Context: an optimization exercise on an open-source flow, tuned for small area, a short achievable clock period and few clock cycles. The choices shown serve that exercise and are no tape-out recipe.
Where RTL was checked, it was by simulation tests only, not by an equivalence proof against the original.

## alpha
Design mx_frame_tx, start of the top module:
module mx_frame_tx (
    input  wire       clk,
    input  wire       rst,
    input  wire       cmd_valid,
    output wire       cmd_ready,
    input  wire [7:0] cmd_len,
    input  wire       in_valid,
    output wire       in_ready,
    input  wire [7:0] in_data,
    output reg        w_valid,
    input  wire       w_ready,
    output reg  [7:0] w_data,
    output reg        w_last,
    output reg        rej
);
    localparam integer M    = 5;
    localparam integer MAXF = 160;
    localparam [7:0] SENT_END   = 8'h00;
    localparam [7:0] SENT_BEGIN = 8'h01;
    localparam [7:0] SENT_ENC   = 8'hFE;
    localparam [31:0] FNV_OFFSET = 32'h811C9DC5;
    function [7:0] b64_sym;
        input [5:0] v;
        begin
            case (v)
            6'd0: b64_sym = 8'h41;
            6'd1: b64_sym = 8'h42;
            6'd2: b64_sym = 8'h43;
            6'd3: b64_sym = 8'h44;
            6'd4: b64_sym = 8'h45;
            6'd5: b64_sym = 8'h46;
            6'd6: b64_sym = 8'h47;
            6'd7: b64_sym = 8'h48;
            6'd8: b64_sym = 8'h49;
            6'd9: b64_sym = 8'h4A;
            6'd10: b64_sym = 8'h4B;
            6'd11: b64_sym = 8'h4C;
            6'd12: b64_sym = 8'h4D;
            6'd13: b64_sym = 8'h4E;
            6'd14: b64_sym = 8'h4F;
            6'd15: b64_sym = 8'h50;
            6'd16: b64_sym = 8'h51;
            6'd17: b64_sym = 8'h52;
            6'd18: b64_sym = 8'h53;
            6'd19: b64_sym = 8'h54;
            6'd20: b64_sym = 8'h55;
            6'd21: b64_sym = 8'h56;
            6'd22: b64_sym = 8'h57;
            6'd23: b64_sym = 8'h58;
            6'd24: b64_sym = 8'h59;
            6'd25: b64_sym = 8'h5A;
            6'd26: b64_sym = 8'h61;
            6'd27: b64_sym = 8'h62;
            6'd28: b64_sym = 8'h63;
            6'd29: b64_sym = 8'h64;
            6'd30: b64_sym = 8'h65;
            6'd31: b64_sym = 8'h66;
            6'd32: b64_sym = 8'h67;
            6'd33: b64_sym = 8'h68;
            6'd34: b64_sym = 8'h69;
            6'd35: b64_sym = 8'h6A;
            6'd36: b64_sym = 8'h6B;
            6'd37: b64_sym = 8'h6C;
            6'd38: b64_sym = 8'h6D;
            6'd39: b64_sym = 8'h6E;
            6'd40: b64_sym = 8'h6F;
            6'd41: b64_sym = 8'h70;
            6'd42: b64_sym = 8'h71;
            6'd43: b64_sym = 8'h72;
            6'd44: b64_sym = 8'h73;
  ...
clock: 10.0 ns
lec_check: 0
cap_margin: 20
core_margin: 2
core_utilization: 60
cts_buf_list: sky130_fd_sc_hd__clkbuf_8
cts_cluster_size: 40
setup_slack_margin: 5
slew_margin: 20
standard.sh (not shown) runs the stock make flow with config.mk's settings and CLKGATE_MAP_FILE= SYNTH_SCRIPT=/design/flow/synth_recipe.tcl, a recipe that flattens the netlist after the stock synthesis.
==> flow/flow/run.sh <==
#!/bin/bash
bash standard.sh SETUP_SLACK_MARGIN=6 \
  "BUFFER_PORTS_ARGS=-buffer_cell sky130_fd_sc_hd__buf_2" \
  "CTS_ARGS=-sink_clustering_enable -repair_clock_nets -sink_clustering_size 40 -buf_list sky130_fd_sc_hd__clkbuf_8 -dont_use_dummy_load" \
  finish > standard.log 2>&1
Setup changes, alpha to beta
--- a/flow/design.v
+++ b/flow/design.v
@@ -155,28 +155,25 @@
         else if (wr && is_sent(in_data))
             lhdr[5] <= 1'b1;
     end
     reg         eact;     
     reg         ebin;     
     reg         efe;      
     reg  [3:0]  cnt;      
     reg  [7:0]  sbr;      
     reg  [31:0] hf;       
     reg  [1:0]  ph;       
     reg  [5:0]  lo;       
     reg         eq;       
-    reg         s_valid;
-    reg  [7:0]  s_data;
-    reg         s_last;
-    wire step    = eact && !s_valid;
+    wire step    = eact && (!w_valid || w_ready);
     wire consume = step && (ebin ? (!efe && ph != 2'd3 && cnt != 4'd0) : 1'b1);
     wire hashing = (cnt >= 4'd4);                  
     wire pop     = consume && (cnt >= 4'd5);       
     wire t_end = (cnt == 4'd1);
     wire b_end = (ph == 2'd3) && (cnt == 4'd0);
     wire c_end = step && (ebin ? (!efe && b_end) : t_end);
     assign take = lfull && (!eact || c_end);
     wire [31:0] fy = hf;
     wire [31:0] hash_n;
     wire hs1;
     wire hc2;
     assign hs1 = fy[8] ^ fy[7];
@@ -511,68 +508,51 @@
     assign fc166 = (fs109 & fc52) | (fs109 & fc108) | (fc52 & fc108);
     wire fs167;
     wire fc168;
     assign fs167 = fs111 ^ fc56 ^ fc110;
     assign fc168 = (fs111 & fc56) | (fs111 & fc110) | (fc56 & fc110);
     wire fs169;
     wire fc170;
     assign fs169 = fs113 ^ fc60 ^ fc112;
     assign fc170 = (fs113 & fc60) | (fs113 & fc112) | (fc60 & fc112);
     wire [31:0] ra = {fs169, fs167, fs165, fs163, fs161, fs159, fs157, fs155, fs153, fs151, fs149, fs147, fs145, fs143, fs141, fs139, fs137, fs135, fs133, fs131, fs129, fs127, fs125, fs123, fs121, fs119, fs117, hs115, fy[3], fy[2], fy[1], fy[0]};
     wire [31:0] rb = {fc168, fc166, fc164, fc162, fc160, fc158, fc156, fc154, fc152, fc150, fc148, fc146, fc144, fc142, fc140, fc138, fc136, fc134, fc132, fc130, fc128, fc126, fc124, fc122, fc120, fc118, hc116, fy[0], fy[2], fy[1], fy[0], 1'b0};
     assign hash_n = ra + rb;
-    reg  [7:0] o_data;
-    reg        o_last;
-    always @(*) begin
-        if (!ebin) begin
-            o_data = sbr;
-            o_last = t_end;
-        end else if (efe) begin
-            o_data = SENT_ENC;
-            o_last = 1'b0;
-        end else begin
-            o_data = eq ? 8'h3D : b64_sym(sv);
-            o_last = b_end;
-        end
-    end
     wire        hupd   = consume && hashing;
     wire [31:0] hf_oth = ({32{take}} & (FNV_OFFSET ^ {24'd0, lhdr})) | ({32{!take}} & hf);
     wire [31:0] hf_d   = hupd ? (hash_n ^ {24'd0, q[0]}) : hf_oth;
     reg  [5:0] sv;
     reg  [5:0] lo_n;
     always @(*) begin
         case (ph)
         2'd0:    begin sv = sbr[7:2];            lo_n = {sbr[1:0], 4'd0}; end
         2'd1:    begin sv = {lo[5:4], sbr[7:4]}; lo_n = {sbr[3:0], 2'd0}; end
         2'd2:    begin sv = {lo[5:2], sbr[7:6]}; lo_n = sbr[5:0];         end
         default: begin sv = lo;                  lo_n = lo;               end
         endcase
     end
     always @(posedge clk) begin
         if (rst) begin
             eact    <= 1'b0;
             ebin    <= 1'b0;
             efe     <= 1'b0;
             cnt     <= 4'd0;
             ph      <= 2'd0;
             eq      <= 1'b0;
             w_valid <= 1'b0;
-            s_valid <= 1'b0;
         end else begin
-            if (!w_valid || w_ready) begin
-                w_valid <= s_valid || step;
-                s_valid <= 1'b0;
-            end else if (step) begin
-                s_valid <= 1'b1;
-            end
+            if (step)
+                w_valid <= 1'b1;
+            else if (w_ready)
+                w_valid <= 1'b0;
             if (consume)
                 cnt <= cnt - 4'd1;
             if (step && ebin) begin
                 if (efe) begin
                     efe <= 1'b0;
                 end else begin
                     ph <= ph + 2'd1;
                     if (cnt == 4'd0 && (ph == 2'd1 || ph == 2'd2))
                         eq <= 1'b1;
                 end
             end
             if (take) begin
@@ -593,30 +573,35 @@
             sbr <= lhdr;
         else if (consume) begin
             case (cnt)
             4'd4:    sbr <= hash_n[7:0];
             4'd3:    sbr <= hf[15:8];
             4'd2:    sbr <= hf[23:16] ^ hf[31:24];
             4'd1:    sbr <= 8'd0;
             default: sbr <= q[0];
             endcase
         end
         if (step && ebin && !efe)
             lo <= lo_n;
-        if (!w_valid || w_ready) begin
-            w_data <= s_valid ? s_data : o_data;
-            w_last <= s_valid ? s_last : o_last;
-        end else if (step) begin
-            s_data <= o_data;
-            s_last <= o_last;
+        if (step) begin
+            if (!ebin) begin
+                w_data <= sbr;
+                w_last <= t_end;
+            end else if (efe) begin
+                w_data <= SENT_ENC;
+                w_last <= 1'b0;
+            end else begin
+                w_data <= eq ? 8'h3D : b64_sym(sv);
+                w_last <= b_end;
+            end
         end
     end
     integer k;
     always @(posedge clk) begin
         for (k = 0; k < M; k = k + 1) begin
             if (pop) begin
                 if (wr && qt[k] && (k == M - 1 || !qt[k + 1]))
                     q[k] <= in_data;
                 else if (k < M - 1)
                     q[k] <= q[k + 1];
             end else if (wr && !qt[k] && (k == 0 || qt[k - 1])) begin
                 q[k] <= in_data;
==> comparison <==
Delta (beta minus alpha): wire length after detailed routing now sits lower, slew at the pin closest to its max-slew limit lost 0.044 ns, number of cells traversed by the worst register-to-register path lost 2. Of the two candidates, alpha has the worse core outline area and beta the better one. Compared with alpha, beta shows number of synthesized flops with an enable pin that has gone down by more than 10%. The number of iterations in the first detailed-routing pass reported for beta is smaller than that of alpha by 1. Diff alpha -> beta | height of the chip | down by a few percent. On filler cell count: beta sits below alpha. Setup slack: beta more than alpha. As far as I/O pin count goes, beta and alpha are indistinguishable; the numbers are identical.
Testbench counts of beta, summed over its fixed seeds: cycles 23,720.
For alpha, only the layout was checked, not whether the RTL still works.

-- static timing again, ports no longer ideal --
The results above use ideal ports. As a check the final layouts listed here were re-extracted and re-timed, cells and wires unchanged. Step 1, drivers: a clkbuf_16 drives clk and a buf_2 each remaining input, both assumed. Step 2 times the ports against the registers' clock, not the clock port: input delays grow and output delays shrink by t, the midpoint of the rising clock arrivals with the driver on. Slacks: ideal / step 1 / step 2; pairs: ideal / step 1.
run | t (ns) | setup WS [ns] | worst slew at a driven data input, ns
alpha | 0.475 | 5.942 / 5.942 / 5.942 | 0.03
beta | 0.480 | 6.012 / 6.012 / 5.643 | 0.03
After both steps setup and hold are still met in every run listed. For beta, which loses most, drivers alone change the setup slack by 0.000 ns; drivers and shift together by -0.369 ns.
